Background: an optimization exercise with open tools, aiming at small area, a short achievable clock period and few clock cycles. Do not read the settings as production practice. Only simulation tests tie the RTL to the original design; equivalence was not proved. Power figures rest on the tool's default switching activity, not on a simulated workload.

### flow/config.mk
export PLATFORM = sky130hd
export DESIGN_NAME = framing_core
export DESIGN_NICKNAME = framing_core
export VERILOG_FILES = /design/flow/design.v
export SDC_FILE = /design/flow/constraint.sdc
export NUM_CORES = 4
export LEC_CHECK = 0
export ABC_AREA = 1
export CAP_MARGIN = 20
export CORE_MARGIN = 2
export CORE_UTILIZATION = 40
export CTS_CLUSTER_DIAMETER = 90
export CTS_CLUSTER_SIZE = 26
export SLEW_MARGIN = 20
### flow/constraint.sdc
create_clock -name core_clock -period 8.0 [get_ports {clk}]
set_input_delay 1.6000 -clock core_clock [delete_from_list [all_inputs] [get_ports {clk}]]
set_output_delay 1.6000 -clock core_clock [all_outputs]
set_load 0.01 [all_outputs]
### flow/design.v
module fc_crc8_step (
    input  wire [7:0] acc_in,
    input  wire [7:0] data,
    output wire [7:0] acc_out
);
    wire [7:0] x = acc_in ^ data;
    assign acc_out[0] = x[2] ^ x[4] ^ x[5];
    assign acc_out[1] = x[0] ^ x[3] ^ x[5] ^ x[6];
    assign acc_out[2] = x[0] ^ x[1] ^ x[4] ^ x[6] ^ x[7];
    assign acc_out[3] = x[0] ^ x[1] ^ x[4] ^ x[7];
    assign acc_out[4] = x[0] ^ x[1] ^ x[4];
    assign acc_out[5] = x[1] ^ x[2] ^ x[5];
    assign acc_out[6] = x[0] ^ x[2] ^ x[3] ^ x[6];
    assign acc_out[7] = x[1] ^ x[3] ^ x[4] ^ x[7];
endmodule
module fc_dec #(
    parameter CAP = 32
) (
    input  wire       clk,
    input  wire       rst,
    input  wire       clr,         
    input  wire       wr,          
    input  wire [7:0] wr_byte,
    input  wire       b_start,     
    input  wire       b_end,       
    input  wire       b_big,       
    input  wire       b_small,     
    output wire       acc,         
    output wire       done_nx,     
    output wire       err_nx,      
    input  wire       rd_next,     
    output reg  [7:0] rd_data,     
    output reg        rd_ok,       
    output reg  [4:0] rem,         
    output wire       open,
    output reg  [1:0] err,
    output reg  [5:0] total,
    output reg        done_ok
);
    localparam [7:0] START = 8'h02;
    localparam [7:0] END_  = 8'h04;
    localparam NB = CAP - 4;
    reg [7:0] buf_q [0:NB-1];
    reg       p_idle, p_len, p_body, p_term;
    reg [4:0] left;
    reg [7:0] crc;
    reg [4:0] rp;
    assign open = p_len | p_body | p_term;
    wire [7:0] crc_nx;
    fc_crc8_step u_step (.acc_in(p_len ? 8'h00 : crc), .data(wr_byte), .acc_out(crc_nx));
    wire t_short = (total == 6'd2);
    wire t_ok    = b_end && !t_short && (crc == 8'h00);
    assign acc = wr && ((p_idle && b_start) || (p_len && !b_big) || p_body || (p_term && t_ok));
    assign done_nx = done_ok || (wr && p_term && t_ok);
    assign err_nx  = (err != 2'd0) || (wr && p_len && b_big) || (wr && p_term && !t_ok);
    integer k;
    always @(posedge clk) begin
        for (k = 0; k < NB; k = k + 1)
            if (wr && p_body && total == k + 2)
                buf_q[k] <= wr_byte;
    end
    always @(posedge clk) begin
        if (rst || clr) begin
            p_idle  <= 1'b1;
            p_len   <= 1'b0;
            p_body  <= 1'b0;
            p_term  <= 1'b0;
            err     <= 2'd0;
            total   <= 6'd0;
            left    <= 5'd0;
            crc     <= 8'h00;
            done_ok <= 1'b0;
            rd_ok   <= 1'b0;
            rem     <= 5'd0;
        end else begin
            if (wr && p_idle && b_start) begin
                p_idle <= 1'b0;
                p_len  <= 1'b1;
                total  <= 6'd1;
            end
            if (wr && p_len) begin
                p_len <= 1'b0;
                if (b_big) begin
                    err <= 2'd1;
                end else begin
                    total  <= 6'd2;
                    crc    <= crc_nx;
                    left   <= wr_byte[4:0] - 5'd3;
                    p_body <= !b_small;
                    p_term <= b_small;
                end
            end
            if (wr && p_body) begin
                total <= total + 6'd1;
                crc   <= crc_nx;
                left  <= left - 5'd1;
                if (left == 5'd1) begin
                    p_body <= 1'b0;
                    p_term <= 1'b1;
                end
            end
            if (wr && p_term) begin
                p_term <= 1'b0;
                total  <= total + 6'd1;
                if (!b_end || t_short)
                    err <= 2'd1;
                else if (crc != 8'h00)
                    err <= 2'd2;
                else begin
                    done_ok <= 1'b1;
                    rd_ok   <= (total != 6'd3);
                    rem     <= total[4:0] - 5'd3;
                end
            end
            if (rd_next) begin
                rem   <= rem - 5'd1;
                rd_ok <= (rem != 5'd1);
            end
        end
    end
    always @(posedge clk) begin
        if (wr && p_term) begin
            rd_data <= buf_q[0];
            rp      <= 5'd1;
        end else if (rd_next) begin
            rd_data <= buf_q[rp];
            rp      <= rp + 5'd1;
        end
    end
endmodule
module framing_core #(
    parameter CAP = 32
) (
    input  wire        clk,
    input  wire        rst,           
    input  wire        cmd_valid,
    input  wire [15:0] cmd_data,
    output wire        cmd_ready,
    output reg         resp_valid,
    output reg  [9:0]  resp_data,     
    output reg         ev_valid,
    output reg  [2:0]  ev_kind,       
    output reg  [23:0] ev_arg,
    input  wire        wait_done,
    input  wire        rx_valid,
    input  wire [7:0]  rx_data,
    input  wire        rx_last,
    input  wire        rx_empty,
    output wire        rx_ready
);
    localparam [7:0] START = 8'h02;
    localparam [7:0] END_  = 8'h04;
    localparam NB = CAP - 4;           
    localparam [2:0] EV_TXBEGIN = 3'd1, EV_TXWRITE = 3'd2, EV_TXEND = 3'd3,
                     EV_WAIT = 3'd4, EV_POLL = 3'd5;
    localparam O_CRC_RESET = 0,  O_CRC_CALC = 1,   O_CRC_UPDATE = 2, O_CRC_READ = 3,
               O_ENC_RESET = 4,  O_ENC_WRITE = 5,  O_ENC_END = 6,    O_ENC_AVAIL = 7,
               O_ENC_READ = 8,   O_ENC_PKTLEN = 9,
               O_DEC_RESET = 10, O_DEC_WRITE = 11, O_DEC_AVAIL = 12, O_DEC_READ = 13,
               O_DEC_ISOPEN = 14, O_DEC_HASERR = 15, O_DEC_LASTERR = 16, O_DEC_TOTLEN = 17,
               O_REQ_ADDR = 18,  O_REQ_RESPLEN = 19, O_REQ_DLO = 20, O_REQ_DHI = 21,
               O_REQ_ATT = 22,   O_REQ_START = 23, O_REQ_STATUS = 24, O_REQ_AVAIL = 25,
               O_REQ_READ = 26;
    localparam NOP = 27;
    wire [7:0] c_opc = cmd_data[15:8];
    wire       c_z   = (cmd_data[7:0] == 8'h00);
    reg [NOP-1:0] dop;
    always @(*) begin
        dop = {NOP{1'b0}};
        case (c_opc)
        8'h10: dop[O_CRC_RESET]   = c_z;
        8'h11: dop[O_CRC_CALC]    = 1'b1;
        8'h12: dop[O_CRC_UPDATE]  = 1'b1;
        8'h13: dop[O_CRC_READ]    = c_z;
        8'h20: dop[O_ENC_RESET]   = c_z;
        8'h21: dop[O_ENC_WRITE]   = 1'b1;
        8'h22: dop[O_ENC_END]     = c_z;
        8'h23: dop[O_ENC_AVAIL]   = c_z;
        8'h24: dop[O_ENC_READ]    = c_z;
        8'h25: dop[O_ENC_PKTLEN]  = c_z;
        8'h30: dop[O_DEC_RESET]   = c_z;
        8'h31: dop[O_DEC_WRITE]   = 1'b1;
        8'h32: dop[O_DEC_AVAIL]   = c_z;
        8'h33: dop[O_DEC_READ]    = c_z;
        8'h34: dop[O_DEC_ISOPEN]  = c_z;
        8'h35: dop[O_DEC_HASERR]  = c_z;
        8'h36: dop[O_DEC_LASTERR] = c_z;
        8'h37: dop[O_DEC_TOTLEN]  = c_z;
        8'h40: dop[O_REQ_ADDR]    = 1'b1;
        8'h41: dop[O_REQ_RESPLEN] = 1'b1;
        8'h42: dop[O_REQ_DLO]     = 1'b1;
        8'h43: dop[O_REQ_DHI]     = 1'b1;
        8'h44: dop[O_REQ_ATT]     = 1'b1;
        8'h45: dop[O_REQ_START]   = c_z;
        8'h46: dop[O_REQ_STATUS]  = c_z;
        8'h47: dop[O_REQ_AVAIL]   = c_z;
        8'h48: dop[O_REQ_READ]    = c_z;
        default: ;
        endcase
    end
    reg           rdy;        
    reg           rdy_o;      
    reg           cv;         
    reg [NOP-1:0] op;         
    reg [7:0]     imm8;
    reg           i_start, i_end, i_big, i_small;    
    assign cmd_ready = rdy_o;
    wire take = cmd_valid && rdy;
    reg  rbusy;               
    wire ex = cv && !rbusy;
    wire [NOP-1:0] x = rbusy ? {NOP{1'b0}} : op;
    reg  [7:0] crc_acc;
    wire [7:0] crc_nx;
    fc_crc8_step u_crc (.acc_in(op[O_CRC_CALC] ? 8'h00 : crc_acc), .data(imm8), .acc_out(crc_nx));
    reg [7:0] enc_buf [2:NB+1];
    reg       eopen;
    reg       eok;                             
    reg [5:0] en;
    reg [5:0] erem;
    reg       erdok;                           
    reg [5:0] ep;
    reg [7:0] epf;
    reg [7:0] ecrc;
    wire [7:0] ecrc_nx;
    fc_crc8_step u_ecrc (.acc_in(ecrc), .data(imm8), .acc_out(ecrc_nx));
    wire [7:0] klen =
        (en == 6'd4) ? 8'h61 :
        (en == 6'd5) ? 8'hff :
        (en == 6'd6) ? 8'hd1 :
        (en == 6'd7) ? 8'h86 :
        (en == 6'd8) ? 8'h3e :
        (en == 6'd9) ? 8'h96 :
        (en == 6'd10) ? 8'h8b :
        (en == 6'd11) ? 8'hef :
        (en == 6'd12) ? 8'hff :
        (en == 6'd13) ? 8'hfb :
        (en == 6'd14) ? 8'h32 :
        (en == 6'd15) ? 8'h6a :
        (en == 6'd16) ? 8'h8a :
        (en == 6'd17) ? 8'hde :
        (en == 6'd18) ? 8'hd1 :
        (en == 6'd19) ? 8'h85 :
        (en == 6'd20) ? 8'h7e :
        (en == 6'd21) ? 8'h85 :
        (en == 6'd22) ? 8'hc1 :
        (en == 6'd23) ? 8'h5f :
        (en == 6'd24) ? 8'h21 :
        (en == 6'd25) ? 8'hea :
        (en == 6'd26) ? 8'h38 :
        (en == 6'd27) ? 8'hd1 :
        (en == 6'd28) ? 8'hae :
        (en == 6'd29) ? 8'hd7 :
        (en == 6'd30) ? 8'he7 :
        (en == 6'd31) ? 8'h5e :
        (en == 6'd32) ? 8'h8a :
                         8'h00;
    wire       e_wr   = x[O_ENC_WRITE] && eok;
    wire       e_end  = x[O_ENC_END] && eopen;
    wire       e_rd   = x[O_ENC_READ] && erdok;
    reg  [7:0] enext;                          
    always @(*) begin
        if (ep == 6'd1)          enext = {2'b00, en};
        else if (erem == 6'd3)   enext = ecrc;
        else if (erem == 6'd2)   enext = END_;
        else                     enext = enc_buf[ep[4:0]];
    end
    wire       dec_acc, dec_rd_ok, dec_open, dec_done_ok;
    wire [7:0] dec_rd_data;
    wire [4:0] dec_rem;
    wire [1:0] dec_err;
    wire [5:0] dec_total;
    fc_dec #(.CAP(CAP)) u_dec (
        .clk(clk), .rst(rst), .clr(x[O_DEC_RESET]),
        .wr(x[O_DEC_WRITE]), .wr_byte(imm8),
        .b_start(i_start), .b_end(i_end), .b_big(i_big), .b_small(i_small),
        .acc(dec_acc), .done_nx(), .err_nx(),
        .rd_next(x[O_DEC_READ] && dec_rd_ok), .rd_data(dec_rd_data), .rd_ok(dec_rd_ok),
        .rem(dec_rem), .open(dec_open), .err(dec_err), .total(dec_total),
        .done_ok(dec_done_ok)
    );
    reg [7:0]  req_addr, req_resplen, req_maxatt, req_left;
    reg        maxatt_nz;
    reg [15:0] req_delay;
    reg [2:0]  req_status;
    reg [2:0]  trig_i;
    reg [23:0] wacc;            
    reg [2:0]  aph;             
    reg        acy;
    reg       s_trig;           
    reg       s_wdone;          
    reg       s_rx;             
    reg       last_att;         
    reg       early_q;          
    reg        bw, bl, be;      
    reg [7:0]  bd;
    reg        b_start, b_end, b_big, b_small;    
    assign rx_ready = 1'b1;
    reg        rdec_clr_ev;
    wire       rx_ok = (req_status == 3'd1);     
    wire       rdec_acc, rdec_rd_ok, rdec_open, rdec_done_ok, rdec_done_nx, rdec_err_nx;
    wire [7:0] rdec_rd_data;
    wire [4:0] rdec_rem;
    wire [1:0] rdec_err;
    wire [5:0] rdec_total;
    wire       rq_rd_ok = rx_ok && rdec_rd_ok;
    fc_dec #(.CAP(CAP)) u_rdec (
        .clk(clk), .rst(rst), .clr(x[O_REQ_START] || rdec_clr_ev),
        .wr(bw), .wr_byte(bd),
        .b_start(b_start), .b_end(b_end), .b_big(b_big), .b_small(b_small),
        .acc(rdec_acc), .done_nx(rdec_done_nx), .err_nx(rdec_err_nx),
        .rd_next(x[O_REQ_READ] && rq_rd_ok), .rd_data(rdec_rd_data), .rd_ok(rdec_rd_ok),
        .rem(rdec_rem), .open(rdec_open), .err(rdec_err), .total(rdec_total),
        .done_ok(rdec_done_ok)
    );
    wire r_f =
        x[O_CRC_RESET] | x[O_CRC_CALC] | x[O_CRC_UPDATE] | x[O_CRC_READ] |
        x[O_ENC_RESET] | e_wr | e_end | x[O_ENC_AVAIL] |
        e_rd | x[O_ENC_PKTLEN] |
        x[O_DEC_RESET] | (x[O_DEC_WRITE] & dec_acc) | x[O_DEC_AVAIL] |
        (x[O_DEC_READ] & dec_rd_ok) | x[O_DEC_ISOPEN] | x[O_DEC_HASERR] |
        x[O_DEC_LASTERR] | x[O_DEC_TOTLEN] |
        x[O_REQ_ADDR] | x[O_REQ_RESPLEN] | x[O_REQ_DLO] | x[O_REQ_DHI] | x[O_REQ_ATT] |
        x[O_REQ_STATUS] | x[O_REQ_AVAIL] | (x[O_REQ_READ] & rq_rd_ok);
    wire [7:0] r_d =
        ({8{x[O_CRC_CALC] | x[O_CRC_UPDATE]}} & crc_nx) |
        ({8{x[O_CRC_READ]}} & crc_acc) |
        ({8{e_end | x[O_ENC_PKTLEN]}} & {2'b00, en}) |
        ({8{x[O_ENC_AVAIL] & !eopen}} & {2'b00, erem}) |
        ({8{e_rd}} & epf) |
        ({8{x[O_DEC_AVAIL] & dec_done_ok}} & {3'b000, dec_rem}) |
        ({8{x[O_DEC_READ] & dec_rd_ok}} & dec_rd_data) |
        ({8{x[O_DEC_ISOPEN]}} & {7'd0, dec_open}) |
        ({8{x[O_DEC_HASERR]}} & {7'd0, dec_err != 2'd0}) |
        ({8{x[O_DEC_LASTERR]}} & {6'd0, dec_err}) |
        ({8{x[O_DEC_TOTLEN]}} & {2'b00, dec_total}) |
        ({8{x[O_REQ_STATUS]}} & {5'd0, req_status}) |
        ({8{x[O_REQ_AVAIL] & rx_ok}} & {3'b000, rdec_rem}) |
        ({8{x[O_REQ_READ] & rq_rd_ok}} & rdec_rd_data) |
        ({8{x[O_REQ_START]}} & 8'h04);    
    wire r_ill = ~|op;
    wire start_req = x[O_REQ_START] && maxatt_nz;
    wire eval_fin  = rdec_done_nx || last_att;
    wire maxatt_eff = x[O_REQ_ATT] ? (imm8 != 8'd0) : maxatt_nz;
    wire [7:0] addr_eff = x[O_REQ_ADDR] ? imm8 : req_addr;
    wire early = take && dop[O_REQ_START] && !rbusy && !start_req && maxatt_eff;
    reg  busy_nx;
    always @(*) begin
        busy_nx = rbusy;
        if (start_req)
            busy_nx = 1'b1;
        if (bl && eval_fin)
            busy_nx = 1'b0;
        if (be)
            busy_nx = 1'b0;
    end
    wire cv_nx = take || (cv && !ex);
    integer k;
    always @(posedge clk) begin
        for (k = 2; k < NB + 2; k = k + 1)
            if (e_wr && en == k + 2)
                enc_buf[k] <= imm8;
    end
    always @(posedge clk) begin
        resp_valid  <= 1'b0;
        ev_valid    <= 1'b0;
        rdec_clr_ev <= 1'b0;
        resp_data   <= {r_ill, r_f, r_d};
        ev_kind     <= EV_POLL;
        ev_arg      <= {8'd0, req_addr, req_resplen};
        bw <= rx_valid && s_rx && !rx_empty;
        bl <= rx_valid && s_rx && rx_last && !rx_empty;
        be <= rx_valid && s_rx && rx_empty;
        bd <= rx_data;
        b_start <= (rx_data == START);
        b_end   <= (rx_data == END_);
        b_big   <= (rx_data > CAP);
        b_small <= (rx_data < 8'd4);
        if (rdy) begin
            op      <= cmd_valid ? dop : {NOP{1'b0}};
            imm8    <= cmd_data[7:0];
            i_start <= (cmd_data[7:0] == START);
            i_end   <= (cmd_data[7:0] == END_);
            i_big   <= (cmd_data[7:0] > CAP);
            i_small <= (cmd_data[7:0] < 8'd4);
        end
        if (rst) begin
            rdy        <= 1'b1;
            rdy_o      <= 1'b1;
            cv         <= 1'b0;
            rbusy      <= 1'b0;
            s_trig     <= 1'b0;
            s_wdone    <= 1'b0;
            s_rx       <= 1'b0;
            early_q    <= 1'b0;
            crc_acc    <= 8'h00;
            eopen      <= 1'b1;
            eok        <= 1'b1;
            en         <= 6'd4;
            erdok      <= 1'b0;
            ecrc       <= 8'h00;
            req_addr   <= 8'd0;
            req_resplen <= 8'd0;
            req_delay  <= 16'd0;
            req_maxatt <= 8'd0;
            maxatt_nz  <= 1'b0;
            req_status <= 3'd0;
            aph        <= 3'd0;
            bw         <= 1'b0;
            bl         <= 1'b0;
            be         <= 1'b0;
        end else begin
            rdy   <= !(cv_nx && busy_nx);
            rdy_o <= !(cv_nx && busy_nx);
            cv    <= cv_nx;
            rbusy <= busy_nx;
            case (aph)
            3'd1: begin {acy, wacc[5:0]}   <= {1'b0, wacc[5:0]}   + {1'b0, req_delay[5:0]};  aph <= 3'd2; end
            3'd2: begin {acy, wacc[11:6]}  <= {1'b0, wacc[11:6]}  + {1'b0, req_delay[11:6]} + {6'd0, acy}; aph <= 3'd3; end
            3'd3: begin {acy, wacc[17:12]} <= {1'b0, wacc[17:12]} + {3'b000, req_delay[15:12]} + {6'd0, acy}; aph <= 3'd4; end
            3'd4: begin wacc[23:18] <= wacc[23:18] + {5'd0, acy}; aph <= 3'd0; end
            default: ;
            endcase
            if (ex)
                resp_valid <= !start_req;
            if (x[O_CRC_RESET])
                crc_acc <= 8'h00;
            if (x[O_CRC_CALC] || x[O_CRC_UPDATE])
                crc_acc <= crc_nx;
            if (x[O_ENC_RESET]) begin
                eopen <= 1'b1;
                eok   <= 1'b1;
                en    <= 6'd4;
                erdok <= 1'b0;
                ecrc  <= 8'h00;
            end
            if (e_wr) begin
                en   <= en + 6'd1;
                eok  <= (en != CAP - 1);
                ecrc <= ecrc_nx;
            end
            if (e_end) begin
                eopen <= 1'b0;
                eok   <= 1'b0;
                erem  <= en;
                erdok <= 1'b1;
                ep    <= 6'd1;
                epf   <= START;
                ecrc  <= ecrc ^ klen;
            end
            if (e_rd) begin
                erem  <= erem - 6'd1;
                erdok <= (erem != 6'd1);
                ep    <= ep + 6'd1;
                epf   <= enext;
            end
            if (x[O_REQ_ADDR])    req_addr    <= imm8;
            if (x[O_REQ_RESPLEN]) req_resplen <= imm8;
            if (x[O_REQ_DLO])     req_delay[7:0]  <= imm8;
            if (x[O_REQ_DHI])     req_delay[15:8] <= imm8;
            if (x[O_REQ_ATT]) begin
                req_maxatt <= imm8;
                maxatt_nz  <= (imm8 != 8'd0);
            end
            early_q <= early;
            if (early) begin
                ev_valid <= 1'b1;
                ev_kind  <= EV_TXBEGIN;
                ev_arg   <= {16'd0, addr_eff};
            end
            if (x[O_REQ_START]) begin
                req_left   <= req_maxatt;
                last_att   <= (req_maxatt == 8'd1);
                wacc       <= {8'd0, req_delay};
                aph        <= 3'd0;
                req_status <= maxatt_nz ? 3'd0 : 3'd4;
            end
            if (start_req) begin
                ev_valid <= 1'b1;
                if (early_q) begin
                    ev_kind <= EV_TXWRITE;
                    ev_arg  <= {16'd0, START};
                    trig_i  <= 3'd2;
                end else begin
                    ev_kind <= EV_TXBEGIN;
                    ev_arg  <= {16'd0, req_addr};
                    trig_i  <= 3'd1;
                end
                s_trig   <= 1'b1;
            end
            if (s_trig) begin
                ev_valid <= 1'b1;
                trig_i   <= trig_i + 3'd1;
                case (trig_i)
                3'd1: begin ev_kind <= EV_TXWRITE; ev_arg <= {16'd0, START}; end
                3'd2: begin ev_kind <= EV_TXWRITE; ev_arg <= 24'h000004; end
                3'd3: begin ev_kind <= EV_TXWRITE; ev_arg <= 24'h000061; end
                3'd4: begin ev_kind <= EV_TXWRITE; ev_arg <= {16'd0, END_}; end
                3'd5: begin ev_kind <= EV_TXEND;   ev_arg <= 24'd0; end
                default: begin
                    ev_kind <= EV_WAIT;
                    ev_arg  <= wacc;
                    aph     <= 3'd1;
                    s_trig  <= 1'b0;
                    s_wdone <= 1'b1;
                end
                endcase
            end
            if (s_wdone) begin
                if (wait_done) begin
                    ev_valid <= 1'b1;
                    s_wdone  <= 1'b0;
                    s_rx     <= 1'b1;
                end
            end
            if (be) begin
                req_status <= 3'd2;
                resp_valid <= 1'b1;
                resp_data  <= {1'b0, 1'b0, 8'h02};
                s_rx       <= 1'b0;
            end
            if (bl) begin
                s_rx <= 1'b0;
                if (rdec_done_nx) begin
                    req_status <= 3'd1;
                    resp_valid <= 1'b1;
                    resp_data  <= {1'b0, 1'b1, 8'h01};
                end else begin
                    req_left <= req_left - 8'd1;
                    last_att <= (req_left == 8'd2);
                    if (rdec_err_nx)
                        rdec_clr_ev <= 1'b1;
                    if (last_att) begin
                        req_status <= rdec_err_nx ? 3'd3 : 3'd4;
                        resp_valid <= 1'b1;
                        resp_data  <= {1'b0, 1'b0, rdec_err_nx ? 8'h03 : 8'h04};
                    end else if (rdec_err_nx) begin
                        ev_valid <= 1'b1;
                        ev_kind  <= EV_TXBEGIN;
                        ev_arg   <= {16'd0, req_addr};
                        trig_i   <= 3'd1;
                        s_trig   <= 1'b1;
                    end else begin
                        ev_valid <= 1'b1;
                        ev_kind  <= EV_WAIT;
                        ev_arg   <= wacc;
                        aph      <= 3'd1;
                        s_wdone  <= 1'b1;
                    end
                end
            end
        end
    end
endmodule
### flow/flow/run.sh
#!/bin/bash
set -euo pipefail
bash standard.sh SETUP_SLACK_MARGIN=5.3 finish > standard.log 2>&1
### flow/standard.sh
#!/bin/bash
# synth_recipe.tcl (not shown) runs the flow's synth.tcl, then flattens the netlist and writes it again
# the make line also repeats each setting of config.mk as NAME=value (left out here)
make -C /OpenROAD-flow-scripts/flow DESIGN_CONFIG=/design/flow/config.mk WORK_HOME=/design/flow/orfs CLKGATE_MAP_FILE= SYNTH_SCRIPT=/design/flow/synth_recipe.tcl "${@:-finish}"
==> run summary, run 1 <==
----------------------------------------------------
[Setup path]
  RR Endpoint ... epf[7]
  Crit Reg-Reg Startpoint ... ep[4]
  Slack of the worst reg-to-reg path ... 5.25 ns
  Element type at the critical path start ... primary input
  Number of cell instances on the worst register-to-register path ... 10
  Arrival time worst endpoint ... 3.48 ns
  Required time reported for the critical path endpoint ... 8.56 ns
  Critical path type ... in2reg
  Crit path capture type ... flip-flop
  Critical path startpoint ... cmd_data[4]
  Biggest fanout along the worst timing path ... 8

[Yosys]
  EDFF count, synth ... 784
  Synthesized netlist cell count ... 3922
  Sequential fraction of the synthesis area ... 0.647
  Synth area leaders ... sky130_fd_sc_hd__edfxtp_1, sky130_fd_sc_hd__dfxtp_1, sky130_fd_sc_hd__nand2_1
  Post-synthesis net count ... 4023
  Post-synthesis instance area ... 42800 sq um
  Library cell occupying the most area in the post-synthesis netlist ... sky130_fd_sc_hd__edfxtp_1
  Flip-flop and latch count after synthesis ... 992
  Warnings from Yosys ... 20
  Main synth FF type ... sky130_fd_sc_hd__edfxtp_1
  Fraction of registers with async set/reset ... 0
  Area share of the largest cell type after synthesis ... 0.550
  Count of different cell masters after synthesis ... 70
  Average instance area after synthesis ... 10.9 sq um

[Route]
  DR WL/cell ... 21.7 um
  Final antenna-violating net count ... 0
  Pre-antenna DRT Iters ... 6
  Via/cell ratio ... 5.48
  Iteration-0 DRC count of the detailed router ... 3177
  Total via count after detailed routing ... 30400
  Total detailed-routing wirelength ... 121000 um
  DRC violations left ... 0

[Floorplanning]
  Die area ... 110000 sq um
  Area inside the core boundary ... 107000 sq um
  Width of the die ... 331 um
  Initial Utilization ... 0.402
  Cell Rows ... 120
  Total I/O pin count ... approximately 70
  Floorplan die height ... 331 um

[Clocking]
  Clock root buffer ... sky130_fd_sc_hd__clkbuf_16
  H-tree depth reported by CTS ... 2
  CTS tree ... done
  Clock transition at the register clock pins on the worst setup and hold paths after CTS ... 0.11 ns
  CTS buffer count ... 47
  Worst-case clock buffer depth ... 3
  CTS Hold Buffers Added ... 0
  Clock latency (worst-skew pair) ... between 0.6 and 0.7 ns
  Sinks on the clock net ... 992

[Cells and area]
  N_diodes ... 0
  Layout cells sized above 1 ... 0.161
  FILL cells ... 9822
  # nets final ... 4219
  Synth-to-Final Area Change ... 15.3%
  Final core utilization ... 0.463

[STA]
  Slew HR ... 0.236
  Crit share post-route ... 0.365
  Clock Skew ... 0.0420 ns
  Worst Tran Pin Value ... 1.14 ns
  Final setup slack of the worst path ... 5.08 ns
  Peak Freq ... 342 MHz
  Hold violation total from the final report ... 0
  Setup tns final ... 0 ns
  Final Setup Violations ... 0
  Fin crit period ... 2.92 ns
  RSZ-0062 raised after global routing ... yes
  Final count of pins violating max slew ... 0

[Flow run]
  Maximum Capacitance Violations ... 0

[Worst hold path]
  Terminating pin of the worst hold path ... u_dec.p_idle
  Type of the most critical hold path ... reg2reg
  Worst hold path cell count ... 2
  Hold Crit Start ... u_dec.p_idle

[Status]
  Run status ... finished clean

[GRT]
  Pin count of the biggest net entering global routing ... 61
  Antenna violations before repair ... 1
  Aggregate global-route resource usage ... 0.212
  Vias in the first global route ... roughly 29000
  First-pass GRT wire length ... 180000 um
  Overflow left after global routing ... 0

[Power]
  Maximum vdd ir drop ... 174 uV
  Static Leak ... 17.7 nW
  Power per standard cell area ... about 180 nW/um^2

[Placement]
  Post-place setup slack ... 4.04 ns
  RD Place Congestion ... 0.931
  Count of buffers from port buffering ... 70
  Placed wire-length estimate after detailed placement ... 81600 um

----------------------------------------------------
==> metrics by stage <==
step | instance area (sq um) | instances | hold slack, ns | power [W]
after floorplan | 42900 | 3922 | 0.419 | 0.00586
after global placement | 45300 | 5351 | 0.432 | 0.00598
after detailed placement | 45300 | 5352 | 0.435 | 0.00598
after CTS | 47900 | 5477 | 0.456 | 0.00884
after global routing | 49400 | 5556 | 0.474 | 0.00905
final | 49400 | 5556 | 0.455 | 0.00880
==> worst max-delay path, stage by stage <==
cell	delay (ns)
sky130_fd_sc_hd__clkdlybuf4s15_1	0.22
sky130_fd_sc_hd__nor2_2	0.15
sky130_fd_sc_hd__nand2_4	0.07
sky130_fd_sc_hd__nor3_4	0.32
sky130_fd_sc_hd__nand2_2	0.16
sky130_fd_sc_hd__buf_6	0.15
sky130_fd_sc_hd__nor4_4	0.16
sky130_fd_sc_hd__nand2_1	0.12
sky130_fd_sc_hd__nand2_2	0.10
sky130_fd_sc_hd__inv_2	0.06
sky130_fd_sc_hd__a21oi_4	0.25
sky130_fd_sc_hd__o22ai_1	0.12
==> sequential cells by signal, indices dropped and copies added (netlist names), 10 cells and up <==
| signal | flops |
|---|---|
| req_delay | 16 |
| wacc | 24 |
| u_dec.buf_q | 224 |
| ev_arg | 24 |
| op | 27 |
| resp_data | 10 |
| u_rdec.buf_q | 224 |
| enc_buf | 224 |
==> cell usage after synthesis, drive strengths merged (62+ instances only) <==
cell type,instances
clkbuf,62
nand4,80
edfxtp,784
nand3,159
dfxtp,208
inv,433
ha,65
nand2,709
nor2,385
xor2,69
a21oi,174
nor3,80
a221oi,90
o21ai,237
==> cell usage in the layout (no fill, tap or decap), types with 69 or more instances in the layout <==
master,count
sky130_fd_sc_hd__edfxtp_1,784
sky130_fd_sc_hd__nand2_1,662
sky130_fd_sc_hd__inv_1,344
sky130_fd_sc_hd__nor2_1,301
sky130_fd_sc_hd__o21ai_0,206
sky130_fd_sc_hd__a21oi_1,165
sky130_fd_sc_hd__dfxtp_1,163
sky130_fd_sc_hd__nand3_1,147
sky130_fd_sc_hd__buf_4,131
sky130_fd_sc_hd__nand4_1,80
sky130_fd_sc_hd__xor2_1,69
==> area by class of cell <==
cell class / instances / area (sq um) / area share
repair buffers: 231 / 2080 / 0.0422
flip-flops and latches: 992 / 27800 / 0.563
multi-input cells: 2404 / 14500 / 0.293
clock inverters: 11 / 164 / 0.00332
well taps: 1403 / 1760 / 0.0355
inverters: 441 / 1790 / 0.0362
clock buffers: 73 / 1340 / 0.0271
repair inverters: 1 / 7.51 / 0.000152
==> how the worst max path moves through the flow <==
stage,to,slack [ns],cells after the start
4_1_cts,ev_arg[10],5.11,12
6_report,ev_arg[10],5.08,12
2_1_floorplan,ev_arg[2],4.82,14
5_1_grt,ev_arg[7],5.04,13
3_5_place_dp,ev_arg[10],4.04,12
3_3_place_gp,ev_arg[10],4.04,12
==> cell families (layout without fill, tap and decap cells) <==
logic type,after synthesis,after routing,share of synthesized area
AO/OA/AOI/OAI,745,745,0.114
XOR/XNOR,109,109,0.0223
adder cells (fa/ha/maj),70,70,0.0213
buffers and inverters,527,757,0.0472
flip-flops,992,992,0.647
multiplexers,10,10,0.00260
other,1,1,0.0000876
AND/OR/NAND/NOR,1468,1469,0.146
==> metal layers <==
layer / share of wire / GRT usage / routed length [um] / up-vias
met2: 0.47 / 0.345 / 56700 / 1061
met3: 0.064 / 0.0296 / 7750 / 147
met1: 0.44 / 0.302 / 53700 / 14900
met5: 0.000091 / 0 / 11 / -
met4: 0.021 / 0.0492 / 2580 / 2
li1: - / - / - / 14300
==> where the power goes <==
| group | internal (W) | switching, W | leakage (nW) | total [W] |
|---|---|---|---|---|
| clock network | 0.00123 | 0.00169 | 0.719 | 0.00292 |
| logic | 0.0000975 | 0.000215 | 8.15 | 0.000313 |
| registers | 0.00555 | 0.0000206 | 8.87 | 0.00558 |
| total | 0.00688 | 0.00192 | 17.7 | 0.00880 |
==> timing repair <==
action,in CTS,in global routing
pin swaps,38,65
gates resized for setup,444,223
setup endpoints to repair,395,403
hold endpoints to repair,0,0
buffers inserted,40,75
cloned,1,2
Testbench counts, summed over its fixed seeds: cycles 20,902.
==> run 2: changes to the inputs <==
--- a/flow/design.v
+++ b/flow/design.v
@@ -67,11 +67,8 @@
             p_term  <= 1'b0;
             err     <= 2'd0;
             total   <= 6'd0;
-            left    <= 5'd0;
-            crc     <= 8'h00;
             done_ok <= 1'b0;
             rd_ok   <= 1'b0;
-            rem     <= 5'd0;
         end else begin
             if (wr && p_idle && b_start) begin
                 p_idle <= 1'b0;
@@ -199,19 +196,19 @@
         endcase
     end
     reg           rdy;        
-    reg           rdy_o;      
     reg           cv;         
     reg [NOP-1:0] op;         
     reg [7:0]     imm8;
     reg           i_start, i_end, i_big, i_small;    
-    assign cmd_ready = rdy_o;
+    assign cmd_ready = rdy;
     wire take = cmd_valid && rdy;
     reg  rbusy;               
     wire ex = cv && !rbusy;
     wire [NOP-1:0] x = rbusy ? {NOP{1'b0}} : op;
     reg  [7:0] crc_acc;
     wire [7:0] crc_nx;
-    fc_crc8_step u_crc (.acc_in(op[O_CRC_CALC] ? 8'h00 : crc_acc), .data(imm8), .acc_out(crc_nx));
+    wire [7:0] crc_src = op[O_ENC_WRITE] ? ecrc : op[O_CRC_CALC] ? 8'h00 : crc_acc;
+    fc_crc8_step u_crc (.acc_in(crc_src), .data(imm8), .acc_out(crc_nx));
     reg [7:0] enc_buf [2:NB+1];
     reg       eopen;
     reg       eok;                             
@@ -221,8 +218,6 @@
     reg [5:0] ep;
     reg [7:0] epf;
     reg [7:0] ecrc;
-    wire [7:0] ecrc_nx;
-    fc_crc8_step u_ecrc (.acc_in(ecrc), .data(imm8), .acc_out(ecrc_nx));
     wire [7:0] klen =
         (en == 6'd4) ? 8'h61 :
         (en == 6'd5) ? 8'hff :
@@ -290,7 +285,6 @@
     reg       s_wdone;          
     reg       s_rx;             
     reg       last_att;         
-    reg       early_q;          
     reg        bw, bl, be;      
     reg [7:0]  bd;
     reg        b_start, b_end, b_big, b_small;    
@@ -340,9 +334,6 @@
     wire r_ill = ~|op;
     wire start_req = x[O_REQ_START] && maxatt_nz;
     wire eval_fin  = rdec_done_nx || last_att;
-    wire maxatt_eff = x[O_REQ_ATT] ? (imm8 != 8'd0) : maxatt_nz;
-    wire [7:0] addr_eff = x[O_REQ_ADDR] ? imm8 : req_addr;
-    wire early = take && dop[O_REQ_START] && !rbusy && !start_req && maxatt_eff;
     reg  busy_nx;
     always @(*) begin
         busy_nx = rbusy;
@@ -364,17 +355,17 @@
         resp_valid  <= 1'b0;
         ev_valid    <= 1'b0;
         rdec_clr_ev <= 1'b0;
-        resp_data   <= {r_ill, r_f, r_d};
-        ev_kind     <= EV_POLL;
-        ev_arg      <= {8'd0, req_addr, req_resplen};
-        bw <= rx_valid && s_rx && !rx_empty;
-        bl <= rx_valid && s_rx && rx_last && !rx_empty;
-        be <= rx_valid && s_rx && rx_empty;
+        bw <= rx_valid && s_rx && !rx_empty && !rst;
+        bl <= rx_valid && s_rx && rx_last && !rx_empty && !rst;
+        be <= rx_valid && s_rx && rx_empty && !rst;
         bd <= rx_data;
         b_start <= (rx_data == START);
         b_end   <= (rx_data == END_);
         b_big   <= (rx_data > CAP);
         b_small <= (rx_data < 8'd4);
+        resp_data   <= {r_ill, r_f, r_d};
+        ev_kind     <= EV_POLL;
+        ev_arg      <= {8'd0, req_addr, req_resplen};
         if (rdy) begin
             op      <= cmd_valid ? dop : {NOP{1'b0}};
             imm8    <= cmd_data[7:0];
@@ -385,13 +376,11 @@
         end
         if (rst) begin
             rdy        <= 1'b1;
-            rdy_o      <= 1'b1;
             cv         <= 1'b0;
             rbusy      <= 1'b0;
             s_trig     <= 1'b0;
             s_wdone    <= 1'b0;
             s_rx       <= 1'b0;
-            early_q    <= 1'b0;
             crc_acc    <= 8'h00;
             eopen      <= 1'b1;
             eok        <= 1'b1;
@@ -405,12 +394,8 @@
             maxatt_nz  <= 1'b0;
             req_status <= 3'd0;
             aph        <= 3'd0;
-            bw         <= 1'b0;
-            bl         <= 1'b0;
-            be         <= 1'b0;
         end else begin
             rdy   <= !(cv_nx && busy_nx);
-            rdy_o <= !(cv_nx && busy_nx);
             cv    <= cv_nx;
             rbusy <= busy_nx;
             case (aph)
@@ -436,7 +421,7 @@
             if (e_wr) begin
                 en   <= en + 6'd1;
                 eok  <= (en != CAP - 1);
-                ecrc <= ecrc_nx;
+                ecrc <= crc_nx;
             end
             if (e_end) begin
                 eopen <= 1'b0;
@@ -461,12 +446,6 @@
                 req_maxatt <= imm8;
                 maxatt_nz  <= (imm8 != 8'd0);
             end
-            early_q <= early;
-            if (early) begin
-                ev_valid <= 1'b1;
-                ev_kind  <= EV_TXBEGIN;
-                ev_arg   <= {16'd0, addr_eff};
-            end
             if (x[O_REQ_START]) begin
                 req_left   <= req_maxatt;
                 last_att   <= (req_maxatt == 8'd1);
@@ -476,15 +455,9 @@
             end
             if (start_req) begin
                 ev_valid <= 1'b1;
-                if (early_q) begin
-                    ev_kind <= EV_TXWRITE;
-                    ev_arg  <= {16'd0, START};
-                    trig_i  <= 3'd2;
-                end else begin
-                    ev_kind <= EV_TXBEGIN;
-                    ev_arg  <= {16'd0, req_addr};
-                    trig_i  <= 3'd1;
-                end
+                ev_kind  <= EV_TXBEGIN;
+                ev_arg   <= {16'd0, req_addr};
+                trig_i   <= 3'd1;
                 s_trig   <= 1'b1;
             end
             if (s_trig) begin
==> run 2 against run 1 <==
  * First-iteration DRC count down 7.1%
  * Design area fell by 1.9%
  * Maximum frequency rose by 4.0%
  * Clock skew is 0.0018 ns higher
  * Hold slack gained 0.0052 ns
  * Critical path depth down 11
  * Routed wire length is 4.2% lower
  * Sequential power hardly changed
  * Cell count shrank 3.9%
  * Total power is 2.8% lower
  * Critical endpoint is now resp_data[6]
  * Largest cell class unchanged
==> run summary, run 2 <==
----------------------------------------------------
[Floorplanning]
  Total I/O pin count ... 72
  Die area ... 108000 sq um
  Cell Rows ... around 120
  Area inside the core boundary ... 105000 sq um
  Width of the die ... 329 um
  Floorplan die height ... 329 um
  Initial Utilization ... 0.403

[STA]
  Final count of pins violating max slew ... 0
  Hold violation total from the final report ... 0
  Slew HR ... 0.257
  Worst Tran Pin Value ... 1.11 ns
  RSZ-0062 raised after global routing ... yes
  Fin crit period ... about 2.8 ns
  Clock Skew ... 0.0438 ns
  Final Setup Violations ... 0
  Peak Freq ... ~360 MHz
  Setup tns final ... 0 ns
  Crit share post-route ... 0.351

[Setup path]
  Element type at the critical path start ... flip-flop
  Biggest fanout along the worst timing path ... 1
  CP cell instances ... buf_6
  Arrival time worst endpoint ... 1.21 ns
  Critical path type ... reg2out
  Critical path's top delay family ... flip-flops
  Buf+Inv Stages, Crit Path ... 1
  Stage delay of the slowest cell on the critical path ... between 0.4 and 0.5 ns
  Required time reported for the critical path endpoint ... 6.40 ns
  Crit path capture type ... primary output
  Library cell contributing the largest single delay on the critical path ... sky130_fd_sc_hd__dfxtp_4

[Placement]
  Count of buffers from port buffering ... 70
  Placed instance count ... 5163
  RD Place Congestion ... 0.932
  Placed wire-length estimate after detailed placement ... 77700 um

[Clocking]
  Worst-case clock buffer depth ... 3
  Clock transition at the register clock pins on the worst setup and hold paths after CTS ... about 0.11 ns
  H-tree depth reported by CTS ... 2
  CTS tree ... done
  CTS Hold Buffers Added ... 0
  Sinks on the clock net ... between 900 and 1000
  CTS buffer count ... between 40 and 50
  Clock root buffer ... sky130_fd_sc_hd__clkbuf_16
  Clock latency (worst-skew pair) ... 0.66 ns

[Power]
  Power per standard cell area ... 177 nW/um^2
  Static Leak ... 17.0 nW
  Maximum vdd ir drop ... 148 uV

[Cells and area]
  Regs by FF count ... enc_buf x224, u_dec.buf_q x224, u_rdec.buf_q x224
  N_diodes ... 0
  # nets final ... 4016
  Post-route non-filler standard cell count ... 5338
  Layout cells sized above 1 ... 0.154
  Most common cell after layout, fill and taps aside ... sky130_fd_sc_hd__edfxtp_1
  Synth-to-Final Area Change ... 14.6%
  Highest-count cells in the layout ignoring fill and taps ... sky130_fd_sc_hd__edfxtp_1, sky130_fd_sc_hd__nand2_1, sky130_fd_sc_hd__inv_1, sky130_fd_sc_hd__nor2_1, sky130_fd_sc_hd__o21ai_0

[Route]
  DR WL/cell ... 21.7 um
  Total detailed-routing wirelength ... 116000 um
  Via/cell ratio ... between 5 and 6
  Final antenna-violating net count ... 0
  Iteration-0 DRC count of the detailed router ... 2952
  Total via count after detailed routing ... slightly below 30000
  Pre-antenna DRT Iters ... 6
  DRC violations left ... 0

[Yosys]
  Flip-flop and latch count after synthesis ... 991
  Commonest cells post-synth ... sky130_fd_sc_hd__edfxtp_1, sky130_fd_sc_hd__nand2_1, sky130_fd_sc_hd__inv_1
  Sequential fraction of the synthesis area ... 0.664
  Simple-gate share of the synthesized area ... 0.146
  Area share of the largest cell type after synthesis ... 0.583
  Count of different cell masters after synthesis ... 69
  Library cell occupying the most area in the post-synthesis netlist ... sky130_fd_sc_hd__edfxtp_1
  Multiplexer share of the synthesized area ... 0.00130
  Main synth FF type ... sky130_fd_sc_hd__edfxtp_1
  Average instance area after synthesis ... 11.3 sq um
  Fraction of registers with async set/reset ... 0
  Post-synthesis instance area ... around 42000 sq um
  Adder-cell share of the synthesized area ... 0.0216
  EDFF count, synth ... 820
  Warnings from Yosys ... 20
  Synthesized netlist cell count ... 3733
  Compound-cell area share of the yosys netlist ... 0.105
  Dominant combinational cell family by area after synthesis ... simple AND/OR/NAND/NOR gates
  Post-synthesis net count ... 3834
  Xor and xnor area share after synthesis ... 0.0210
  Library cell with the highest instance count after synthesis ... sky130_fd_sc_hd__edfxtp_1
  Synth area leaders ... sky130_fd_sc_hd__edfxtp_1, sky130_fd_sc_hd__dfxtp_1, sky130_fd_sc_hd__nand2_1

[GRT]
  Met1 track demand over resource in global routing ... 0.293
  Met2 global-route usage ... 0.332
  Pin count of the biggest net entering global routing ... 64
  Overflow left after global routing ... 0
  Antenna violations before repair ... 3
  Layer carrying the most global-route usage ... met2
  Vias in the first global route ... between 20000 and 30000
  Aggregate global-route resource usage ... 0.207
  Met3 usage in global routing ... 0.0370
  First-pass GRT wire length ... about 170000 um

[Worst hold path]
  Type of the most critical hold path ... reg2reg

[Status]
  Run status ... finished clean

[Flow run]
  Maximum Capacitance Violations ... 0

----------------------------------------------------
[run 2: cell types whose count changed in the layout (fill, tap and decap cells not counted), moves of 13 or more]
cell                       delta
sky130_fd_sc_hd__dfxtp_1     -39
sky130_fd_sc_hd__edfxtp_1    +36
sky130_fd_sc_hd__nor2_1      -33
sky130_fd_sc_hd__inv_1       -31
sky130_fd_sc_hd__buf_4       -25
sky130_fd_sc_hd__nor2_4      +20
sky130_fd_sc_hd__o211ai_1    -18
sky130_fd_sc_hd__nand2_1     +17
sky130_fd_sc_hd__o21ai_0     -15
sky130_fd_sc_hd__a22o_1      +14
sky130_fd_sc_hd__buf_6       -13
[run 2: logic make-up (layout without fill, tap and decap cells)]
logic type	count (synthesis)	count (layout)
xor gates and xnor gates	99	99
buffers and inverters	460	671
adders and majority gates	70	70
muxes	5	5
and+or+nand+nor	1425	1428
DFF	991	991
other	1	1
AOI/OAI and AO/OA	682	682
[run 2: area by class of cell]
class	instances	area [sq um]
tap	1391	1740
multi-input combinational	2285	13800
timing repair buffer	197	1830
clock inverter	7	92.6
fill	9534	56500
clock buffer	72	1260
timing repair inverter	2	12.5
sequential	991	28100
inverter	393	1570
[run 2: path summary, 6_finish.rpt]
path,from,end,slack (ns),cells past startpoint
worst max-delay path,resp_data[6],resp_data[6],5.19,1
worst min-delay path,u_dec.p_idle,u_dec.p_idle,0.46,2
worst max register to register,ep[0],epf[5],5.32,12
worst min register to register,u_dec.p_idle,u_dec.p_idle,0.46,2
[run 2: where the power goes]
part	switching, W	total [W]	leakage, nW	internal [W]
Combinational	0.000157	0.000221	7.47	0.0000646
Clock	0.00164	0.00276	0.650	0.00112
Sequential	0.00000821	0.00558	8.90	0.00557
Total	0.00180	0.00856	17.0	0.00675
[run 2: worst reg2reg max path, stage by stage (launching register included)]
cell and delay, ns:
sky130_fd_sc_hd__edfxtp_1 0.50, sky130_fd_sc_hd__ha_4 0.23, sky130_fd_sc_hd__inv_4 0.07, sky130_fd_sc_hd__nor2_1 0.06
sky130_fd_sc_hd__ha_4 0.19, sky130_fd_sc_hd__buf_4 0.13, sky130_fd_sc_hd__nand2_1 0.06, sky130_fd_sc_hd__nand4_1 0.16
sky130_fd_sc_hd__nor4_4 0.39, sky130_fd_sc_hd__nand4_1 0.23, sky130_fd_sc_hd__a21oi_2 0.19, sky130_fd_sc_hd__nand3b_1 0.15
sky130_fd_sc_hd__a21oi_1 0.10
[run 2: what timing repair did]
item,CTS,global route
gates resized for setup,410,194
gates cloned,2,4
pin swaps,28,56
setup endpoints to repair,455,382
setup buffers,35,54
[run 2: metal layers]
layer | part of all wire | routed length, um | vias up
met5 | 0 | 0 | -
met4 | 0.025 | 2890 | 0
met3 | 0.067 | 7760 | 179
met2 | 0.46 | 53500 | 1005
met1 | 0.45 | 51600 | 14500
li1 | - | - | 13700
[run 2: stage by stage]
step	hold slack (ns)	worst slack [ns]	area (sq um)	utilization	power (W)
4_1_cts	0.463	5.17	47200	0.449	0.00860
3_5_place_dp	0.443	4.17	44800	0.427	0.00591
6_report	0.460	5.19	48400	0.461	0.00856
5_1_grt	0.489	5.17	48400	0.461	0.00879
3_3_place_gp	0.438	4.19	44800	0.427	0.00591
2_1_floorplan	0.420	5.17	42400	-	0.00582
Testbench counts of run 2, summed over its fixed seeds: cycles 21,000.
==> run 3: changes to the inputs <==
--- a/flow/config.mk
+++ b/flow/config.mk
@@ -8,7 +8,7 @@
 export ABC_AREA = 1
 export CAP_MARGIN = 20
 export CORE_MARGIN = 2
-export CORE_UTILIZATION = 40
+export CORE_UTILIZATION = 55
 export CTS_CLUSTER_DIAMETER = 90
 export CTS_CLUSTER_SIZE = 26
 export SLEW_MARGIN = 20
==> run 3 against run 2 <==
  * Still clean
  * Synthesized cell count unchanged
  * Critical path depth grew 1
  * Core utilization is 17 points higher
  * Hold slack lost 0.0054 ns
  * First-iteration DRC count fell by 1.4%
  * Clock power about the same
  * Clock skew is 0.017 ns lower
  * Maximum frequency fell by 0.58%
  * Combinational power is essentially flat
  * Sequential share of layout area up 0.37 points
  * Critical endpoint is now cmd_ready
  * Largest cell class unchanged
  * Highest routed layer unchanged
==> run summary, run 3 <==
----------------------------------------------------
[STA]
  Peak Freq ... approximately 350 MHz
  Hold violation total from the final report ... 0
  Final Setup Violations ... 0
  Slew HR ... 0.276
  Worst Tran Pin Value ... 1.08 ns
  RSZ-0062 raised after global routing ... yes
  Fin crit period ... between 2 and 3 ns
  Clock Skew ... between 0.02 and 0.03 ns
  Crit share post-route ... 0.353
  Setup tns final ... 0 ns
  Final count of pins violating max slew ... 0
  Final setup slack of the worst path ... approximately 5.2 ns

[Cells and area]
  Synth-to-Final Area Change ... 13.9%
  # nets final ... 4027
  Most common cell after layout, fill and taps aside ... sky130_fd_sc_hd__edfxtp_1
  Post-route non-filler standard cell count ... 4983
  Highest-count cells in the layout ignoring fill and taps ... sky130_fd_sc_hd__edfxtp_1, sky130_fd_sc_hd__nand2_1, sky130_fd_sc_hd__inv_1, sky130_fd_sc_hd__nor2_1, sky130_fd_sc_hd__o21ai_0
  Final non-filler cell area ... 48100 sq um
  Layout cells sized above 1 ... 0.153
  N_diodes ... 0
  Regs by FF count ... enc_buf x224, u_dec.buf_q x224, u_rdec.buf_q x224

[Route]
  DRC violations left ... 0
  DR WL/cell ... 23.0 um
  Via/cell ratio ... between 5 and 6
  Iteration-0 DRC count of the detailed router ... 2911
  Wire length on met2 ... 55200 um
  Pre-antenna DRT Iters ... 8
  Top layer in use ... met4
  Detailed-routed wire length on met3 ... ~6500 um
  Total detailed-routing wirelength ... 115000 um
  Final antenna-violating net count ... 0
  Met1 wire length ... between 50000 and 60000 um
  Total via count after detailed routing ... between 20000 and 30000

[Yosys]
  Library cell with the highest instance count after synthesis ... sky130_fd_sc_hd__edfxtp_1
  Post-synthesis net count ... between 3000 and 4000
  Fraction of registers with async set/reset ... 0
  Main synth FF type ... sky130_fd_sc_hd__edfxtp_1
  Sequential fraction of the synthesis area ... 0.664
  Count of different cell masters after synthesis ... 69
  Average instance area after synthesis ... 11.3 sq um
  Synth area leaders ... sky130_fd_sc_hd__edfxtp_1, sky130_fd_sc_hd__dfxtp_1, sky130_fd_sc_hd__nand2_1
  Simple-gate share of the synthesized area ... 0.146
  Compound-cell area share of the yosys netlist ... 0.105
  Commonest cells post-synth ... sky130_fd_sc_hd__edfxtp_1, sky130_fd_sc_hd__nand2_1, sky130_fd_sc_hd__inv_1
  Adder-cell share of the synthesized area ... 0.0216
  Post-synthesis instance area ... 42300 sq um
  Dominant combinational cell family by area after synthesis ... simple AND/OR/NAND/NOR gates
  Flip-flop and latch count after synthesis ... between 900 and 1000
  EDFF count, synth ... approximately 800
  Multiplexer share of the synthesized area ... 0.00130
  Area share of the largest cell type after synthesis ... 0.583
  Library cell occupying the most area in the post-synthesis netlist ... sky130_fd_sc_hd__edfxtp_1
  Synthesized netlist cell count ... between 3000 and 4000
  Xor and xnor area share after synthesis ... 0.0210
  Warnings from Yosys ... 20

[Power]
  Reg power frac ... 0.653
  Switching Share ... 0.206
  Power per standard cell area ... 178 nW/um^2
  Internal Pwr Total ... 0.00679 W
  Static Leak ... 17.1 nW
  Power share of the clock group ... 0.321
  Combinational Power Share ... 0.026
  Reported net switching power ... 0.00176 W
  Maximum vdd ir drop ... a little over 200 uV

[Setup path]
  Element type at the critical path start ... flip-flop
  Required time reported for the critical path endpoint ... about 6.4 ns
  Critical path type ... reg2out
  Crit path capture type ... primary output
  Arrival time worst endpoint ... ~1.2 ns
  Biggest fanout along the worst timing path ... 2

[Clocking]
  Clock root buffer ... sky130_fd_sc_hd__clkbuf_16
  Clock latency (worst-skew pair) ... roughly 0.64 ns
  CTS Hold Buffers Added ... 0
  Clock transition at the register clock pins on the worst setup and hold paths after CTS ... between 0.1 and 0.15 ns
  CTS buffer count ... 45
  Worst-case clock buffer depth ... 3
  Sinks on the clock net ... 991
  H-tree depth reported by CTS ... 2
  CTS tree ... done

[GRT]
  Pin count of the biggest net entering global routing ... between 60 and 70
  Overflow left after global routing ... 0
  First-pass GRT wire length ... 171000 um
  Vias in the first global route ... ~28000
  Aggregate global-route resource usage ... 0.286
  Antenna violations before repair ... 0

[Floorplanning]
  Floorplan die height ... 281 um
  Area inside the core boundary ... 75900 sq um
  Die area ... a little under 80000 sq um
  Initial Utilization ... 0.556
  Total I/O pin count ... 72
  Cell Rows ... 101
  Width of the die ... 281 um

[Placement]
  Placed instance count ... 4796
  RD Place Congestion ... 0.933
  Placed Instance Area ... 44300 sq um
  Post-place setup slack ... 4.09 ns
  Count of buffers from port buffering ... 70
  Placed wire-length estimate after detailed placement ... a little under 80000 um

[Status]
  Run status ... finished clean

[Flow run]
  Maximum Capacitance Violations ... 0

[Worst hold path]
  Type of the most critical hold path ... reg2reg

----------------------------------------------------
==> run 3: path summary, 6_finish.rpt <==
| path | start | to | slack (ns) | cells after the start |
|---|---|---|---|---|
| min | u_dec.p_idle | u_dec.p_idle | 0.45 | 2 |
| min reg2reg | u_dec.p_idle | u_dec.p_idle | 0.45 | 2 |
| max reg2reg | ep[1] | epf[2] | 5.26 | 12 |
| max | rdy | cmd_ready | 5.17 | 2 |
==> run 3: per-stage QoR <==
stage,hold WS (ns),util,total power [W]
2_1_floorplan,0.420,-,0.00582
3_3_place_gp,0.436,0.583,0.00590
3_5_place_dp,0.437,0.583,0.00591
4_1_cts,0.458,0.617,0.00857
5_1_grt,0.482,0.634,0.00876
6_report,0.454,0.634,0.00854
==> run 3: critical path, stage by stage (launching register included) <==
cell and delay, ns:
sky130_fd_sc_hd__dfxtp_4 0.37, sky130_fd_sc_hd__buf_12 0.13, sky130_fd_sc_hd__buf_6 0.11
==> run 3: cells by family (layout without fill, tap and decap cells) <==
family / Yosys count / count (layout)
buffers and inverters: 460 / 677
AND/OR/NAND/NOR: 1425 / 1428
flip-flops: 991 / 991
other: 1 / 1
multiplexers: 5 / 5
XOR/XNOR: 99 / 99
adder cells (fa/ha/maj): 70 / 70
AO/OA/AOI/OAI: 682 / 682
==> run 3: metal layers <==
metal | vias up | track usage
li1 | 13700 | -
met1 | 14700 | 0.413
met5 | - | 0
met2 | 1006 | 0.472
met3 | 146 | 0.0234
met4 | 0 | 0.0718
==> run 3: repair_timing <==
item / 4_1_cts / 5_1_grt
buffers inserted: 41 / 64
resized for setup: 416 / 186
pin swaps: 41 / 62
cloned: 5 / 3
setup endpoints to repair: 473 / 351
==> run 3: layout make-up <==
type / instances / area (sq um)
clock inverters: 8 / 121
repair inverters: 3 / 17.5
clock buffers: 66 / 1240
multi-input cells: 2285 / 13800
fillers: 5948 / 27800
flip-flops and latches: 991 / 28100
repair buffers: 207 / 1920
well taps: 1030 / 1290
inverters: 393 / 1600
==> run 3: power groups by stage <==
stage | Clock [W] | Sequential (W) | Combinational, W
final | 0.00274 | 0.00558 | 0.000220
after global routing | 0.00294 | 0.00558 | 0.000238
after CTS | 0.00277 | 0.00558 | 0.000213
after detailed placement | 0 | 0.00570 | 0.000210
after global placement | 0 | 0.00570 | 0.000203
after floorplan | 0 | 0.00573 | 0.0000906
==> run 4: changes to the inputs <==
==> flow/flow/run.sh (replaced) <==
#!/bin/bash
set -euo pipefail
bash standard.sh SETUP_SLACK_MARGIN=5.45 finish > standard.log 2>&1
==> run 4 against run 3 <==
  * Still clean on timing, DRC and antenna
  * Die area did not move
  * Register-to-register slack got worse by 0.04 ns
  * Worst setup slack better by 0.0027 ns
  * Global-route usage increased by 0.67 points
  * Combinational power rose by 4%
  * Sequential share of layout area down 1.6 points
  * First-iteration DRC count up 3.5%
  * Cell count rose by 1.1%
  * Core utilization increased by 1.8 points
  * Total power shrank 0.39%
  * Maximum frequency is essentially flat
  * Via count rose by 1.9%
  * Largest cell class unchanged
==> run summary, run 4 <==
----------------------------------------------------
[Yosys]
  Main synth FF type ... sky130_fd_sc_hd__edfxtp_1
  Synth area leaders ... sky130_fd_sc_hd__edfxtp_1, sky130_fd_sc_hd__dfxtp_1, sky130_fd_sc_hd__nand2_1
  Commonest cells post-synth ... sky130_fd_sc_hd__edfxtp_1, sky130_fd_sc_hd__nand2_1, sky130_fd_sc_hd__inv_1
  Post-synthesis net count ... 3834
  Area share of the largest cell type after synthesis ... 0.583
  Library cell occupying the most area in the post-synthesis netlist ... sky130_fd_sc_hd__edfxtp_1
  Average instance area after synthesis ... 11.3 sq um
  Warnings from Yosys ... 20
  Fraction of registers with async set/reset ... 0
  Post-synthesis instance area ... 42300 sq um
  Count of different cell masters after synthesis ... 69
  Library cell with the highest instance count after synthesis ... sky130_fd_sc_hd__edfxtp_1
  Flip-flop and latch count after synthesis ... 991
  Sequential fraction of the synthesis area ... 0.664
  Synthesized netlist cell count ... 3733
  EDFF count, synth ... 820

[STA]
  Crit share post-route ... 0.353
  Final Setup Violations ... 0
  Setup tns final ... 0 ns
  Final setup slack of the worst path ... between 5 and 6 ns
  Fin crit period ... 2.82 ns
  Final count of pins violating max slew ... 0
  Slew HR ... 0.253
  Worst Tran Pin Value ... 1.12 ns
  Hold Worst Slack ... 0.464 ns
  Clock Skew ... 0.0261 ns
  Hold violation total from the final report ... 0
  Peak Freq ... 354 MHz
  RSZ-0062 raised after global routing ... yes

[Clocking]
  Sinks on the clock net ... between 900 and 1000
  CTS buffer count ... 44
  Clock transition at the register clock pins on the worst setup and hold paths after CTS ... ~0.10 ns
  Clock latency (worst-skew pair) ... around 0.64 ns
  CTS Hold Buffers Added ... 0
  H-tree depth reported by CTS ... 2
  Clock root buffer ... sky130_fd_sc_hd__clkbuf_16
  Worst-case clock buffer depth ... 3
  CTS tree ... done

[Setup path]
  Critical path type ... reg2out
  CP cell instances ... buf_12 -> buf_6
  Required time reported for the critical path endpoint ... 6.40 ns
  Element type at the critical path start ... flip-flop
  Buf+Inv Stages, Crit Path ... 2
  Critical path's top delay family ... flip-flops
  Library cell contributing the largest single delay on the critical path ... sky130_fd_sc_hd__dfxtp_4
  Crit path capture type ... primary output
  Stage delay of the slowest cell on the critical path ... 0.36 ns
  Biggest fanout along the worst timing path ... 2
  Arrival time worst endpoint ... roughly 1.2 ns

[Floorplanning]
  Initial Utilization ... 0.556
  Width of the die ... ~280 um
  Cell Rows ... a little over 100
  Floorplan die height ... 281 um
  Area inside the core boundary ... 75900 sq um
  Total I/O pin count ... 72
  Die area ... between 70000 and 80000 sq um

[Route]
  Via/cell ratio ... 5.97
  Pre-antenna DRT Iters ... 6
  Total via count after detailed routing ... 30100
  DR WL/cell ... around 23 um
  Iteration-0 DRC count of the detailed router ... around 3000
  DRC violations left ... 0
  Total detailed-routing wirelength ... around 120000 um
  Final antenna-violating net count ... 0

[Placement]
  Placed wire-length estimate after detailed placement ... a little under 80000 um
  Count of buffers from port buffering ... 70
  Post-place setup slack ... 4.16 ns
  RD Place Congestion ... 0.978

[GRT]
  Overflow left after global routing ... 0
  Antenna violations before repair ... 0
  Vias in the first global route ... 28600
  Aggregate global-route resource usage ... 0.293
  Pin count of the biggest net entering global routing ... 63
  First-pass GRT wire length ... 174000 um

[Power]
  Power per standard cell area ... 172 nW/um^2
  Maximum vdd ir drop ... 175 uV
  Static Leak ... between 15 and 20 nW

[Cells and area]
  Layout cells sized above 1 ... 0.196
  N_diodes ... 0
  Synth-to-Final Area Change ... 17.1%
  Highest-count cells in the layout ignoring fill and taps ... sky130_fd_sc_hd__edfxtp_1, sky130_fd_sc_hd__nand2_1, sky130_fd_sc_hd__inv_1, sky130_fd_sc_hd__nor2_1, sky130_fd_sc_hd__o21ai_0
  Final core utilization ... 0.651
  Regs by FF count ... enc_buf x224, u_dec.buf_q x224, u_rdec.buf_q x224
  Most common cell after layout, fill and taps aside ... sky130_fd_sc_hd__edfxtp_1
  # nets final ... 4081

[Status]
  Run status ... finished clean

[Worst hold path]
  Type of the most critical hold path ... reg2reg

[Flow run]
  Maximum Capacitance Violations ... 0

----------------------------------------------------
run 4: cell counts after synthesis:
Identical to the previous run, type by type.
run 4: power breakdown:
group / leakage [nW] / total [W] / internal (W) / switching [W]
clock: 0.636 / 0.00270 / 0.00113 / 0.00157
combinational: 8.14 / 0.000229 / 0.0000693 / 0.000160
sequential: 8.90 / 0.00558 / 0.00557 / 0.0000103
run 4: final cells by class:
cell class                 instances  area [sq um]
clock buffer                      68          1250
tap                             1030          1290
timing repair inverter             2          10.0
sequential                       991         28100
fill                            5857         26500
inverter                         393          1640
timing repair buffer             264          2550
multi-input combinational       2284         14500
clock inverter                     4          63.8
run 4: routing by layer:
layer / GRT usage / wire length (um) / part of all wire / up-vias
li1: - / - / - / 13800
met1: 0.415 / 51200 / 0.43 / 15000
met2: 0.488 / 57000 / 0.48 / 1105
met3: 0.0278 / 6580 / 0.056 / 177
met4: 0.0732 / 3140 / 0.027 / 0
met5: 0 / 0 / 0 / -
run 4: final timing paths:
path / startpoint / end / slack [ns] / cells past startpoint
max: rdy / cmd_ready / 5.18 / 2
min: u_dec.p_idle / u_dec.p_idle / 0.46 / 2
min reg2reg: u_dec.p_idle / u_dec.p_idle / 0.46 / 2
max reg2reg: ep[0] / epf[1] / 5.22 / 12
run 4: through the flow:
stage / total power [W] / instance area (sq um) / std cells
floorplan: 0.00582 / 42500 / 3733
global placement: 0.00591 / 44400 / 4797
detailed placement: 0.00592 / 44400 / 4797
CTS: 0.00853 / 47900 / 4953
global route: 0.00873 / 49500 / 5036
finish: 0.00851 / 49500 / 5036
run 4: cells by family after synthesis:
| group | count (synthesis) | synth area share |
|---|---|---|
| muxes | 5 | 0.00130 |
| AOI/OAI and AO/OA | 682 | 0.105 |
| DFF | 991 | 0.664 |
| and+or+nand+nor | 1425 | 0.146 |
| xor gates and xnor gates | 99 | 0.0210 |
| adders and majority gates | 70 | 0.0216 |
| buffers and inverters | 460 | 0.0417 |
| other | 1 | 0.0000887 |
run 4: tightest hold or removal path: cells and delay by family (launching register included):
family | cells | cell delay (ns)
flops | 1 | 0.33
simple gates | 2 | 0.10
run 4: what timing repair did:
item	in CTS	in global routing
resized for setup	579	237
pin swaps	83	118
gates cloned	5	2
buffers inserted	79	81
setup endpoints to repair	584	316

## re-timing with driven ports
How much do the figures lean on ideal ports? The routed layouts below were timed once more, with nothing changed but the port constraints.
Step 1: set_driving_cell puts a clkbuf_16 on clk and a buf_2 on each other input, an assumption about the parent block.
Step 2, shift: input delay + t, output delay - t, t = (earliest + latest rising clock arrival at the registers) / 2. This alone moves slack from input paths to output paths.
Slacks: ideal ports / drivers / drivers and shift; pairs: ideal ports / drivers.
run | t (ns) | setup WS [ns] | cell pins on the clock port's net
run 1 | 0.727 | 5.078 / 5.121 / 4.394 | 1
run 2 | 0.703 | 5.191 / 5.130 / 4.669 | 1
run 3 | 0.693 | 5.175 / 5.106 / 4.747 | 1
run 4 | 0.697 | 5.177 / 5.110 / 4.867 | 1
After both steps every run listed still meets setup and hold. The setup slack of run 1, which loses most, moves by +0.043 ns with the drivers and by -0.684 ns with both steps.
